Background: an optimization exercise with open tools, aiming at small area, a short achievable clock period and few clock cycles per item. Do not read the settings as production practice.
Where RTL was checked, it was by simulation tests only, not by an equivalence proof against the original.
No activity file was given, so power comes from the tool's default toggle rates.

== run A ==
// si7021_unit
module si7021_unit (
    input  wire        clk,
    input  wire        rst,           
    input  wire        in_valid,
    output wire        in_ready,
    input  wire [7:0]  in_op,
    input  wire [63:0] in_a,
    input  wire [47:0] in_b,
    input  wire [7:0]  in_c,
    input  wire [23:0] in_n,
    output reg         out_valid,
    output wire [1:0]  out_fault,
    output reg  [63:0] out_r0,
    output reg  [31:0] out_r1
);
export LEC_CHECK = 0
export CAP_MARGIN = 20
export CORE_MARGIN = 2
export CORE_UTILIZATION = 40
export SLEW_MARGIN = 20
create_clock -name core_clock -period 13.0 [get_ports {clk}]
standard.sh (not shown) runs the stock make flow with config.mk's settings and CLKGATE_MAP_FILE= SYNTH_SCRIPT=/design/flow/synth_recipe.tcl, a recipe that flattens the netlist after the stock synthesis.
==> flow/flow/run.sh <==
#!/bin/bash
set -euo pipefail
bash standard.sh SETUP_SLACK_MARGIN=9.0 finish > standard_flow.log 2>&1
Changes in run B relative to run A:
==> flow/flow/run.sh <==
#!/bin/bash
set -euo pipefail
bash standard.sh SETUP_SLACK_MARGIN=9.2 finish > standard_flow.log 2>&1
## What came out
- [compare] base=run A new=run B: multi-input gate share of total cell area picked up an extra 0.16 points, wire length moved up, maximum count of clock buffers along a single path shows no meaningful change.
- Per the comparison of run B with run A, worst hold path cell count essentially unchanged; final design area excluding fillers grew by 1.7%; non-clock buffer total of the final layout shows an increase of about 9%.
No run of this note included a check of the RTL's function; only the layout flow was run.


si7021_unit, a different RTL version from the one above (not shown whole).
For scale: roughly 1900 cells after synthesis, ~280 flip-flops, about 260 I/O pins, roughly 18000 um^2 of cells after synthesis.
clock: 13.0 ns
lec_check: 0
cap_margin: 20
core_margin: 2
core_utilization: 40
cts_cluster_diameter: 100
cts_cluster_size: 30
slew_margin: 20
==> flow/flow/run.sh <==
#!/bin/bash
set -euo pipefail
bash standard.sh SETUP_SLACK_MARGIN=9.3 "BUFFER_PORTS_ARGS=-buffer_cell sky130_fd_sc_hd__buf_2" finish > standard_flow.log 2>&1
The starting point finished with timing, DRC and antenna clean.
Next try:
CTS_CLUSTER_DIAMETER = default   (was 100)
CTS_CLUSTER_SIZE = default   (was 30)
Critical path depth does not change.
Clock power is higher by 59%.
Core utilization is higher by 1.0 points.
Cell count is higher by 1.3%.
Area after synthesis stays the same.
Worst setup slack is better by 0.071 ns.
First-iteration DRC count is lower by 0.30%.
Flip-flop and latch count does not change.
Clock skew is lower by 0.010 ns.
No run of this note included a check of the RTL's function; only the layout flow was run.


si7021_unit, a different RTL version from the one above (not shown whole).
Size: ~300 flip-flops, about 0.018 mm^2 of cells after synthesis.
## si7021_unit
module si7021_unit (
    input  wire        clk,
    input  wire        rst,           
    input  wire        in_valid,
    output wire        in_ready,
    input  wire [7:0]  in_op,
    input  wire [63:0] in_a,
    input  wire [47:0] in_b,
    input  wire [7:0]  in_c,
    input  wire [23:0] in_n,
    output reg         out_valid,
    output wire [1:0]  out_fault,
    output reg  [63:0] out_r0,
    output reg  [31:0] out_r1
);
    genvar gk;
    wire [7:0] n1 = in_n[7:0];
    wire i_10 = (in_op == 8'h10);
    wire raw_a = in_op[4];
    wire [7:0] a0 = in_a[7:0],   a1 = in_a[15:8],  a2 = in_a[23:16], a3 = in_a[31:24];
    wire [7:0] a4 = in_a[39:32], a5 = in_a[47:40], a6 = in_a[55:48], a7 = in_a[63:56];
    wire [7:0] b0 = in_b[7:0],   b1 = in_b[15:8],  b3 = in_b[31:24], b4 = in_b[39:32];
    wire [63:0] pack;
    assign pack[7:0]   = a0;
    assign pack[15:8]  = raw_a ? a1 : in_op[3] ? b0 : a2;
    assign pack[23:16] = raw_a ? a2 : a4;
    assign pack[31:24] = raw_a ? a3 : a6;
    assign pack[39:32] = raw_a ? a4 : b0;
    assign pack[47:40] = raw_a ? a5 : b1;
    assign pack[55:48] = raw_a ? a6 : b3;
    assign pack[63:56] = raw_a ? a7 : b4;
    wire [3:0] len = i_10 ? 4'd1 : ((n1[7:3] != 5'd0) ? 4'd8 : {1'b0, n1[2:0]});
    wire [7:0] g1_x0 = a0;
    wire [7:0] g1_x1 = a1 ^ a2;
    wire [7:0] g1_x2 = a3 ^ a4;
    wire [7:0] g1_x3 = a5 ^ a6;
    wire [7:0] g1_t0, g1_t1, g1_t2, g1_t3;
    assign g1_t0[0] = ^(g1_x0 & 8'h59);
    assign g1_t0[1] = ^(g1_x0 & 8'hB2);
    assign g1_t0[2] = ^(g1_x0 & 8'h64);
    assign g1_t0[3] = ^(g1_x0 & 8'hC8);
    assign g1_t0[4] = ^(g1_x0 & 8'hC9);
    assign g1_t0[5] = ^(g1_x0 & 8'hCB);
    assign g1_t0[6] = ^(g1_x0 & 8'h96);
    assign g1_t0[7] = ^(g1_x0 & 8'h2C);
    assign g1_t1[0] = ^(g1_x1 & 8'h59);
    assign g1_t1[1] = ^(g1_x1 & 8'hB2);
    assign g1_t1[2] = ^(g1_x1 & 8'h64);
    assign g1_t1[3] = ^(g1_x1 & 8'hC8);
    assign g1_t1[4] = ^(g1_x1 & 8'hC9);
  ...
Settings: LEC_CHECK=0, CAP_MARGIN=20, CORE_MARGIN=2, CORE_UTILIZATION=40, CTS_CLUSTER_DIAMETER=100, CTS_CLUSTER_SIZE=30, SLEW_MARGIN=20; clock period 13.0 ns.
Scripts as last shown in full above: flow/flow/run.sh
Testbench counts at the start, summed over its fixed seeds: cycles 4,824, ops 4,800.
Then changed:
--- a/flow/config.mk
+++ b/flow/config.mk
@@ -11 +11 @@
-export CTS_CLUSTER_DIAMETER = 100
+export CTS_CLUSTER_DIAMETER = 60
After rerunning: The changed run completed without violations. Via count goes up by 0.76%. Global-route usage hardly moves. Clock-buffer cell count went up by 10. Power increases by 12%. First-iteration DRC count went down by 2.0%. Critical path depth does not change. Cell area came out higher by 2.5%. Non-clock buffer count is lower by 2. Setup slack is worse by 0.035 ns.

-- static timing again, ports no longer ideal --
No port has a modelled driver above. Below, the same layouts with a new extraction and two added sets of constraints.
Step 1: set_driving_cell puts a clkbuf_16 on clk and a buf_2 on each other input, an assumption about the parent block.
Step 2, shift: input delay + t, output delay - t, t = (earliest + latest rising clock arrival at the registers) / 2. This alone moves slack from input paths to output paths.
Slacks: no drivers / after step 1 / after step 2; pairs: no drivers / after step 1.
run | t (ns) | setup slack, ns | hold slack, ns
run A | 0.595 | 9.028 / 8.980 / 8.464 | 0.325 / 0.325 / 0.325
run B | 0.591 | 9.199 / 9.205 / 8.631 | 0.334 / 0.334 / 0.334
the first run of note 2 | 0.573 | 9.193 / 9.207 / 8.635 | 0.333 / 0.333 / 0.333
the second run of note 2 | 0.635 | 9.263 / 9.279 / 8.657 | 0.324 / 0.324 / 0.324
the first run of note 3 | 0.584 | 9.345 / 9.328 / 8.896 | 0.336 / 0.336 / 0.336
the second run of note 3 | 0.638 | 9.311 / 9.283 / 8.926 | 0.326 / 0.326 / 0.326
After both steps setup and hold are still met in every run listed. The setup slack of the second run of note 2, which loses most, moves by +0.016 ns with the drivers and by -0.606 ns with both steps.
